From an optimization exercise on the open Yosys and OpenROAD flow, aimed at small area, a short achievable clock period and few clock cycles; shortcuts taken in it are not production practice.
Function was checked by simulation only, so behaviour that the tests miss may differ from the original.
Power is estimated from default activity; no workload was simulated.

==> job 3098 <==
==> flow/design.v (excerpt) <==
module vs_resampler (
    input  wire        clk,
    input  wire        rst,
    input  wire        start,
    input  wire [1:0]  method,        
    input  wire [14:0] src_w,
    input  wire [14:0] src_h,
    input  wire [14:0] dst_w,
    input  wire [14:0] dst_h,
    input  wire [31:0] src_base,
    input  wire [15:0] src_stride,
    input  wire [31:0] dst_base,
    input  wire [15:0] dst_stride,
    output wire        done,
    output wire        err,
    output wire        rd_en,
    output wire [31:0] rd_addr,
    input  wire [7:0]  rd_data,
    output wire        wr_en,
    output wire [31:0] wr_addr,
    output wire [7:0]  wr_data
);
  localparam S_IDLE = 2'd0;
  localparam S_DIV  = 2'd1;
  localparam S_RUN  = 2'd2;
  localparam S_FIN  = 2'd3;
  reg [1:0] st;
  reg       err_r;
  reg       m4, mb, mn;
  wire start_ok = start && (st == S_IDLE || st == S_FIN);
  reg  [4:0]  cnt;
  reg  [14:0] rx, ry;         
  reg  [30:0] qx, qy;         
  reg  [15:0] rdx, rdy;       
  reg  [15:0] k0, k1;         
  reg  [31:0] sbase, dbase;
  reg  [15:0] sstride;
  reg  [14:0] sw_r, sh_r;
  reg  [15:0] dstride;
  reg  [14:0] dw_r, dh_r;
  wire        div_fin = (cnt == 5'd31);
  wire        nbx = qx[30];
  wire        nby = qy[30];
  wire [14:0] rx_n, ry_n;
  wire        qbx, qby;
  wire [15:0] dfx, dfy;
  vs_divider u_divx (.rem(rx), .nbit(nbx), .fin(div_fin), .den(dw_r),
                     .rem_next(rx_n), .qbit(qbx), .diff(dfx));
  vs_divider u_divy (.rem(ry), .nbit(nby), .fin(div_fin), .den(dh_r),
                     .rem_next(ry_n), .qbit(qby), .diff(dfy));
  wire [15:0] k_a   = (cnt == 5'd16) ? k0 : {k0[14:0], 1'b0};
  wire [15:0] k_sum = k_a + (((cnt == 5'd16) || qy[0]) ? sstride : 16'd0);
  reg  [30:0] xpos;           
  reg  [14:0] ex;             
  reg  [14:0] xrem;           
  reg  [15:0] fx_c;           
  reg         toff1;          
  reg  [1:0]  toff2, toff3;
  wire        last_col = (xrem == 15'd0);
  wire [14:0] ixn   = xpos[30:16];
  ...
clock: 16.0 ns
lec_check: 0
abc_clock_period_in_ps: 6000
cap_margin: 20
core_margin: 2
core_utilization: 50
slew_margin: 20
synth_memory_max_bits: 65536
standard.sh (not shown) runs the stock make flow with config.mk's settings and CLKGATE_MAP_FILE= SYNTH_SCRIPT=/design/flow/synth_recipe.tcl, a recipe that flattens the netlist after the stock synthesis.
==> flow/flow/run.sh <==
#!/bin/bash
set -euo pipefail
bash standard.sh SETUP_SLACK_MARGIN=11.2 finish > make_finish.log 2>&1
==> inputs of job 5075, as changes to job 3098 <==
--- a/flow/design.v
+++ b/flow/design.v
@@ -1110,16 +1110,16 @@
   reg  [4:0]  cnt;
   reg  [14:0] rx, ry;         
   reg  [30:0] qx, qy;         
   reg  [15:0] rdx, rdy;       
   reg  [15:0] k0, k1;         
   reg  [31:0] sbase, dbase;
   reg  [15:0] sstride;
-  reg  [14:0] sw_r, sh_r;
-  reg  [15:0] dstride;
+  wire [14:0] sw_r = src_w;
+  wire [14:0] sh_r = src_h;
   reg  [14:0] dw_r, dh_r;
   wire        div_fin = (cnt == 5'd31);
   wire        nbx = qx[30];
   wire        nby = qy[30];
   wire [14:0] rx_n, ry_n;
   wire        qbx, qby;
   wire [15:0] dfx, dfy;
@@ -1166,19 +1166,17 @@
   reg         cy_q;           
   reg         c16_q;          
   wire [15:0] ycs    = {1'b0, ey_q} + rdy;
   wire [16:0] gy_sum = {1'b0, gy_q} + {1'b0, qy[15:0]} + {16'd0, cy_q};
   wire signed [16:0] hi_step = hi_q + $signed({2'b00, qy[30:16]}) + $signed({16'd0, c16_q});
   wire [15:0] off_step = off_q + (c16_q ? k1 : k0);
   wire [14:0] ey_step  = cy_q ? ycs[14:0] : ey_q + ry;
-  wire [16:0] ycs_a    = {2'b00, ey_q} + {rdy[15], rdy} + {rdy[15], rdy};
-  wire [16:0] ycs_b    = {2'b00, ey_q} + {2'b00, ry} + {rdy[15], rdy};
-  wire        cy_nx    = (cy_q & ~ycs_a[16]) | (~cy_q & ~ycs_b[16]);
-  wire [16:0] gy_nx    = {1'b0, gy_sum[15:0]} + {1'b0, qy[15:0]};
-  wire        c16_nx   = gy_nx[16] | (cy_nx & (gy_nx[15:0] == 16'hffff));
+  wire [15:0] ycs_nx   = {1'b0, ey_step} + rdy;
+  wire        cy_nx    = ~ycs_nx[15];
+  wire [16:0] gy_nx    = {1'b0, gy_sum[15:0]} + {1'b0, qy[15:0]} + {16'd0, cy_nx};
   reg  signed [16:0] rf;      
   reg  signed [16:0] rfn;     
   reg  [15:0] wo;             
   reg  [1:0]  kt;             
   reg         pa;             
   reg         dupf;           
   reg         ltsh;           
@@ -1386,15 +1384,15 @@
       end
       if (emit || q_stale) begin
         q_stale <= 1'b0;
         hi_q    <= hi_step;
         gy_q    <= gy_sum[15:0];
         ey_q    <= ey_step;
         cy_q    <= cy_nx;
-        c16_q   <= c16_nx;
+        c16_q   <= gy_nx[16];
         off_q   <= off_step;
         yrem_q  <= yrem_q - 15'd1;
       end
       if (mn) begin
         if (op_n) p_read <= 1'b1;
         else if (emit) p_read <= 1'b0;
       end
@@ -1445,17 +1443,14 @@
       p2v <= p1v;
       p3v <= p2v;
       p4v <= p3v;
       hl  <= p4v && p4l;
     end
     sbase     <= src_base;
     dw_r      <= dst_w;
-    sw_r      <= src_w;
-    sh_r      <= src_h;
-    dstride   <= dst_stride;
     dh_r      <= dst_h;
     sstride   <= src_stride;
     rd_addr_r <= sbase + {16'd0, rd_off};
     p1f <= mn || (kt == 2'd0);
     p1l <= mn || lastop;
     p1d <= !mn && dup_now;
     p2d <= p1d;
@@ -1558,15 +1553,15 @@
     vsum <= vbase + vdiff;
     if (vfin) begin
       vres_l <= vf_last;
       if (vf_first) begin
         wcol <= wcol + 15'd1;
         woff <= {1'b0, wcol + 15'd1};
       end else begin
-        woff <= woff + dstride;
+        woff <= woff + dst_stride;
       end
     end
     wr_data_r <= vres;
     dbase     <= dst_base;
     wr_addr_r <= dbase + {16'd0, woff};
   end
 endmodule
==> flow/flow/run.sh (replaced) <==
#!/bin/bash
set -euo pipefail
bash standard.sh SETUP_SLACK_MARGIN=10.8 finish > make_finish.log 2>&1
==> run notes <==
Cell count after placement - 11.5k
Syn Area/Cell - 8.87 um2
Fin crit share - 0.302
FF+latch count, synth - 1,204
Inverters - 738
DP HPWL - 177,000 um
Wire per inst - 20.5 um
Met1 Resource Use GR - 0.369
Status - finished clean
Fin util - 0.565
Post-CTS Repair Setup Buffers - 21
Global-route wire length before repair - 380,000 um
Synth cell types - 94
the above is filed under job 3098

==> run notes <==
Status - finished clean
Fin util - 0.559
Fin crit share - 0.324
Pwr top - sequential cells
Cell count after placement - 11.5k
FF+latch count, synth - 1,158
Met1 Resource Use GR - 0.382
Wire per inst - 20.5 um
Global-route wire length before repair - 379,000 um
Syn Area/Cell - 8.81 um2
Via Count - 69.8k
Inverters - 693
Synth cell types - 117
Post-CTS Repair Setup Buffers - 8
the above is filed under job 5075

Testbench counts of job 3098, summed over its fixed seeds: cycles 159,765.
Testbench counts of job 5075, summed over its fixed seeds: cycles 159,765.

separate check: timing with driven ports:
In the flow no input, the clock included, has a driving cell. The finished layouts below were timed again as built, in two steps. Step 1 assumes that a clkbuf_16 drives the clock port and a buf_2 every other input. Step 2, shift: input delay + t, output delay - t, t = (earliest + latest rising clock arrival at the registers) / 2. This alone moves slack from input paths to output paths. Slacks: no drivers / after step 1 / after step 2; pairs: no drivers / after step 1.
run | shift t [ns] | setup WS [ns] | pins driven straight from the clock port
job 3098 | 0.878 | 11.161 / 11.085 / 10.294 | 1
job 5075 | 0.869 | 10.818 / 10.797 / 9.967 | 1
After both steps every run listed still meets setup and hold. The setup slack of job 3098, which loses most, moves by -0.076 ns with the drivers and by -0.867 ns with both steps.
